This design comes from an exercise in tuning for small area on the open sky130 flow, not from production work. In this exercise RTL edits were held to simulation tests only and were not proved equivalent to the original.

## rev 12
## rcl57_scan_engine
module rcl57_scan_engine (
    input  wire        clk,
    input  wire        rst,           
    input  wire        tick,          
    input  wire        host_we,       
    input  wire [7:0]  host_addr,
    input  wire [7:0]  host_wdata,
    output reg  [7:0]  host_rdata,    
    input  wire [4:0]  col_in,        
    output reg  [7:0]  seg_en,        
    output wire [15:0] drv_sr,        
    output wire [15:0] drv_out,       
    output reg         ddl,           
    output wire        trate          
);
    localparam [1:0] SEQ_IDLE = 2'd0, SEQ_LATCH = 2'd1, SEQ_SETTLE = 2'd2, SEQ_DONE = 2'd3;
    localparam [2:0] PM_ACTIVE = 3'd0, PM_IDLE_COUNTING = 3'd1, PM_PS_POLL = 3'd2,
                     PM_PS_BLINK = 3'd3, PM_DEBOUNCE = 3'd4;
    localparam [2:0] C_IMM = 3'd0, C_DIGSEG = 3'd1, C_OUTSEG = 3'd2, C_SCAN = 3'd3,
                     C_SCAN1 = 3'd4, C_PSAVE = 3'd5, C_IDLEINC = 3'd6, C_IDLECLR = 3'd7;
    localparam [31:0] GT0 = 32'h20000000;
    localparam [31:0] GT1 = 32'h0004D7ED;
    localparam [31:0] GT2 = 32'h0015279F;
    localparam [31:0] GT3 = 32'h00712FFB;
    localparam [31:0] GT4 = 32'h00527B6D;
    localparam [31:0] GT5 = 32'h007FFD45;
    localparam [31:0] GT6 = 32'h0017DF71;
    localparam [31:0] GT7 = 32'h406DEF7C;
    localparam [31:0] CT0 = 32'h405056AA;
    localparam [31:0] CT1 = 32'h206898CC;
    localparam [31:0] CT2 = 32'h6072E0F0;
    localparam [31:0] CT3 = 32'h60630300;
    localparam [31:0] CT4 = 32'h001C03FF;
    localparam [31:0] CT5 = 32'hFFE82BFF;
    localparam [31:0] CT6 = 32'h007FFC00;
    function [7:0] code_to_char;
        input [7:0] c;
        begin
            code_to_char = {1'b0, CT6[c[4:0]], CT5[c[4:0]], CT4[c[4:0]],
                            CT3[c[4:0]], CT2[c[4:0]], CT1[c[4:0]], CT0[c[4:0]]};
            if (c[7:5] != 3'd0)
                code_to_char = 8'h20;
        end
    endfunction
    function [4:0] char_to_code;
        input [7:0] a;
        begin
            char_to_code = 5'd31;
            if (a[7:4] == 4'h3 && a[3:0] <= 4'd9) char_to_code = {1'b0, a[3:0]};
            if (a == 8'h2E) char_to_code = 5'd29;
            if (a == 8'h2D) char_to_code = 5'd30;
            if (a == 8'h41) char_to_code = 5'd10;   
  ...
Size: ~2000 cells after synthesis, about 330 flip-flops, roughly 75 I/O pins, about 0.018 sq mm of cells after synthesis.
export LEC_CHECK = 0
export CAP_MARGIN = 20
export CORE_MARGIN = 2
export CORE_UTILIZATION = 45
export PLACE_DENSITY = 0.6
export SLEW_MARGIN = 20
create_clock -name core_clock -period 10.0 [get_ports {clk}]
standard.sh (not shown) runs the stock make flow with config.mk's settings and CLKGATE_MAP_FILE= SYNTH_SCRIPT=/design/flow/synth_recipe.tcl, a recipe that flattens the netlist after the stock synthesis.
==> flow/flow/run.sh <==
#!/bin/bash
# Own flow: the standard layout (standard.sh, ORFS from synthesis to the final layout),
# with one change: Yosys's technology mapping runs ABC with an area-oriented script
# (flow/abc.script) instead of ORFS's. Everything else, registers and their names included,
# is the standard synthesis: ORFS's synth.tcl under synth_recipe.tcl.
# The ports get buf_1 buffers, and the clock tree is built of clkbuf_8 without dummy loads.
set -euo pipefail
W=$(pwd)
[[ -f "$W/standard.sh" && -f "$W/synth_recipe.tcl" ]]

# ORFS's synth.tcl with only its abc script replaced
sed 's|^  log_cmd abc {\*}\$abc_args$|  log_cmd abc {*}[lreplace $abc_args 1 1 $::env(OWN_ABC_SCRIPT)]|' \
    "$FLOW_HOME/scripts/synth.tcl" > "$W/own_synth_core.tcl"
grep -q 'OWN_ABC_SCRIPT' "$W/own_synth_core.tcl"
# The standard flow's synthesis script, sourcing that copy
sed 's|^source \$::env(SCRIPTS_DIR)/synth.tcl$|source $::env(OWN_SYNTH_CORE)|' \
    "$W/synth_recipe.tcl" > "$W/own_synth.tcl"
grep -q 'OWN_SYNTH_CORE' "$W/own_synth.tcl"

export OWN_ABC_SCRIPT="$W/flow/abc.script"
export OWN_SYNTH_CORE="$W/own_synth_core.tcl"
bash "$W/standard.sh" SYNTH_SCRIPT="$W/own_synth.tcl" \
    "BUFFER_PORTS_ARGS=-buffer_cell sky130_fd_sc_hd__buf_1" \
    "CTS_ARGS=-sink_clustering_enable -repair_clock_nets -buf_list sky130_fd_sc_hd__clkbuf_8 -sink_clustering_size 15 -sink_clustering_max_diameter 50 -dont_use_dummy_load" \
    finish > "$W/standard_flow.log" 2>&1
==> flow/flow/abc.script <==
strash
&get -n
&deepsyn -T 200
&put
dch
map -a
topo
Relative to rev 12, the following input files were edited for rev 13:
- swapping 45 for 60 in CORE_UTILIZATION
- swapping 0.6 for 0.7 in PLACE_DENSITY
Results
- Rev 13 was carried through to the last stage, and its layout satisfied the timing, DRC and antenna checks.
- Comparing rev 13 and rev 12, the higher initial cell density of the core is on rev 13.
- Rev 13 vs rev 12 on data arrival time of the worst path: rev 13 is the higher one.
- Cmp rev 13 and rev 12 / total wire length after detailed routing / higher: rev 12
- For CTS buffer count, dividing the value from rev 13 by the value from rev 12 gives 0.811.
- | die area | rev 13 vs rev 12 | better |
- What rev 13 reported for largest voltage drop on the vdd net has to be multiplied by 0.802 to get the figure for rev 12.
- Going from rev 12 to rev 13, setup slack of the worst register-to-register path now smaller; setup slack now smaller; area of all placed cells without fillers now smaller.
- In terms of total negative slack, rev 13 and rev 12 differ only marginally.
- Rev 12 has a higher wire length on met2 than rev 13.

* * *

Starting RTL as in the previous note.
==> flow/config.mk <==
export PLATFORM = sky130hd
export DESIGN_NAME = rcl57_scan_engine
export DESIGN_NICKNAME = rcl57_scan_engine
export VERILOG_FILES = /design/flow/design.v
export SDC_FILE = /design/flow/constraint.sdc
export NUM_CORES = 4
export LEC_CHECK = 0
export CAP_MARGIN = 20
export CORE_MARGIN = 2
export CORE_UTILIZATION = 60
export PLACE_DENSITY = 0.7
export SLEW_MARGIN = 20
==> flow/constraint.sdc <==
create_clock -name core_clock -period 10.0 [get_ports {clk}]
set_input_delay 2.0000 -clock core_clock [delete_from_list [all_inputs] [get_ports {clk}]]
set_output_delay 2.0000 -clock core_clock [all_outputs]
set_load 0.01 [all_outputs]
==> flow/flow/run.sh <==
#!/bin/bash
# Own flow: the standard layout (standard.sh, ORFS from synthesis to the final layout),
# with one change: Yosys's technology mapping runs ABC with an area-oriented script
# (flow/abc.script) instead of ORFS's. Everything else, registers and their names included,
# is the standard synthesis: ORFS's synth.tcl under synth_recipe.tcl.
# The ports get buf_1 buffers, and the clock tree is built of clkbuf_16 without dummy loads.
set -euo pipefail
W=$(pwd)
[[ -f "$W/standard.sh" && -f "$W/synth_recipe.tcl" ]]

# ORFS's synth.tcl with only its abc script replaced
sed 's|^  log_cmd abc {\*}\$abc_args$|  log_cmd abc {*}[lreplace $abc_args 1 1 $::env(OWN_ABC_SCRIPT)]|' \
    "$FLOW_HOME/scripts/synth.tcl" > "$W/own_synth_core.tcl"
grep -q 'OWN_ABC_SCRIPT' "$W/own_synth_core.tcl"
# The standard flow's synthesis script, sourcing that copy
sed 's|^source \$::env(SCRIPTS_DIR)/synth.tcl$|source $::env(OWN_SYNTH_CORE)|' \
    "$W/synth_recipe.tcl" > "$W/own_synth.tcl"
grep -q 'OWN_SYNTH_CORE' "$W/own_synth.tcl"

export OWN_ABC_SCRIPT="$W/flow/abc.script"
export OWN_SYNTH_CORE="$W/own_synth_core.tcl"
bash "$W/standard.sh" SYNTH_SCRIPT="$W/own_synth.tcl" \
    "BUFFER_PORTS_ARGS=-buffer_cell sky130_fd_sc_hd__buf_1" \
    "CTS_ARGS=-sink_clustering_enable -repair_clock_nets -buf_list sky130_fd_sc_hd__clkbuf_16 -sink_clustering_size 30 -sink_clustering_max_diameter 80 -dont_use_dummy_load" \
    finish > "$W/standard_flow.log" 2>&1
Scripts as last shown in full above: flow/flow/abc.script
The first run passed the timing, DRC and antenna checks.
Next try:
--- a/flow/flow/run.sh
+++ b/flow/flow/run.sh
@@ -4,5 +4,5 @@
 # (flow/abc.script) instead of ORFS's. Everything else, registers and their names included,
 # is the standard synthesis: ORFS's synth.tcl under synth_recipe.tcl.
-# The ports get buf_1 buffers, and the clock tree is built of clkbuf_16 without dummy loads.
+# The ports get buf_1 buffers, and the clock tree is built of clkbuf_8 without dummy loads.
 set -euo pipefail
 W=$(pwd)
@@ -22,4 +22,4 @@
 bash "$W/standard.sh" SYNTH_SCRIPT="$W/own_synth.tcl" \
     "BUFFER_PORTS_ARGS=-buffer_cell sky130_fd_sc_hd__buf_1" \
-    "CTS_ARGS=-sink_clustering_enable -repair_clock_nets -buf_list sky130_fd_sc_hd__clkbuf_16 -sink_clustering_size 30 -sink_clustering_max_diameter 80 -dont_use_dummy_load" \
+    "CTS_ARGS=-sink_clustering_enable -repair_clock_nets -buf_list sky130_fd_sc_hd__clkbuf_8 -sink_clustering_size 15 -sink_clustering_max_diameter 50 -dont_use_dummy_load" \
     finish > "$W/standard_flow.log" 2>&1
CAP_MARGIN = 10   (was 20)
SLEW_MARGIN = 10   (was 20)
The changed run completed without violations; non-clock buffer count fell by 2; final area hardly moves; clock skew rose by 6.0 ps; global-route usage stays flat; via count barely changes.

## separate check: timing with driven ports
How much do the figures lean on ideal ports? The routed layouts below were timed once more, with nothing changed but the port constraints. Step 1, drivers: a clkbuf_16 drives clk and a buf_2 each remaining input, both assumed. Step 2 moves the port delays by t, midway between the first and last clock arrival at a register: inputs arrive t later, outputs are due t later. That takes back most of the time a late clock gives input paths. Three values: ideal, step 1, step 2; two values: the first two.
run	t (ns)	slack for setup (ns)	hold WS [ns]	worst register clock-pin slew, ns
rev 12	0.652	2.287 / 2.320 / 1.668	0.486 / 0.486 / 0.486	0.10 / 0.10
rev 13	0.665	2.210 / 2.244 / 1.579	0.493 / 0.493 / 0.493	0.10 / 0.10
the first run of note 2	0.563	2.140 / 2.172 / 1.609	0.500 / 0.500 / 0.500	0.12 / 0.12
the second run of note 2	0.662	2.296 / 2.329 / 1.666	0.476 / 0.476 / 0.476	0.10 / 0.10
After both steps every run listed still meets setup and hold. For rev 13, which loses most, drivers alone change the setup slack by +0.034 ns; drivers and shift together by -0.631 ns.
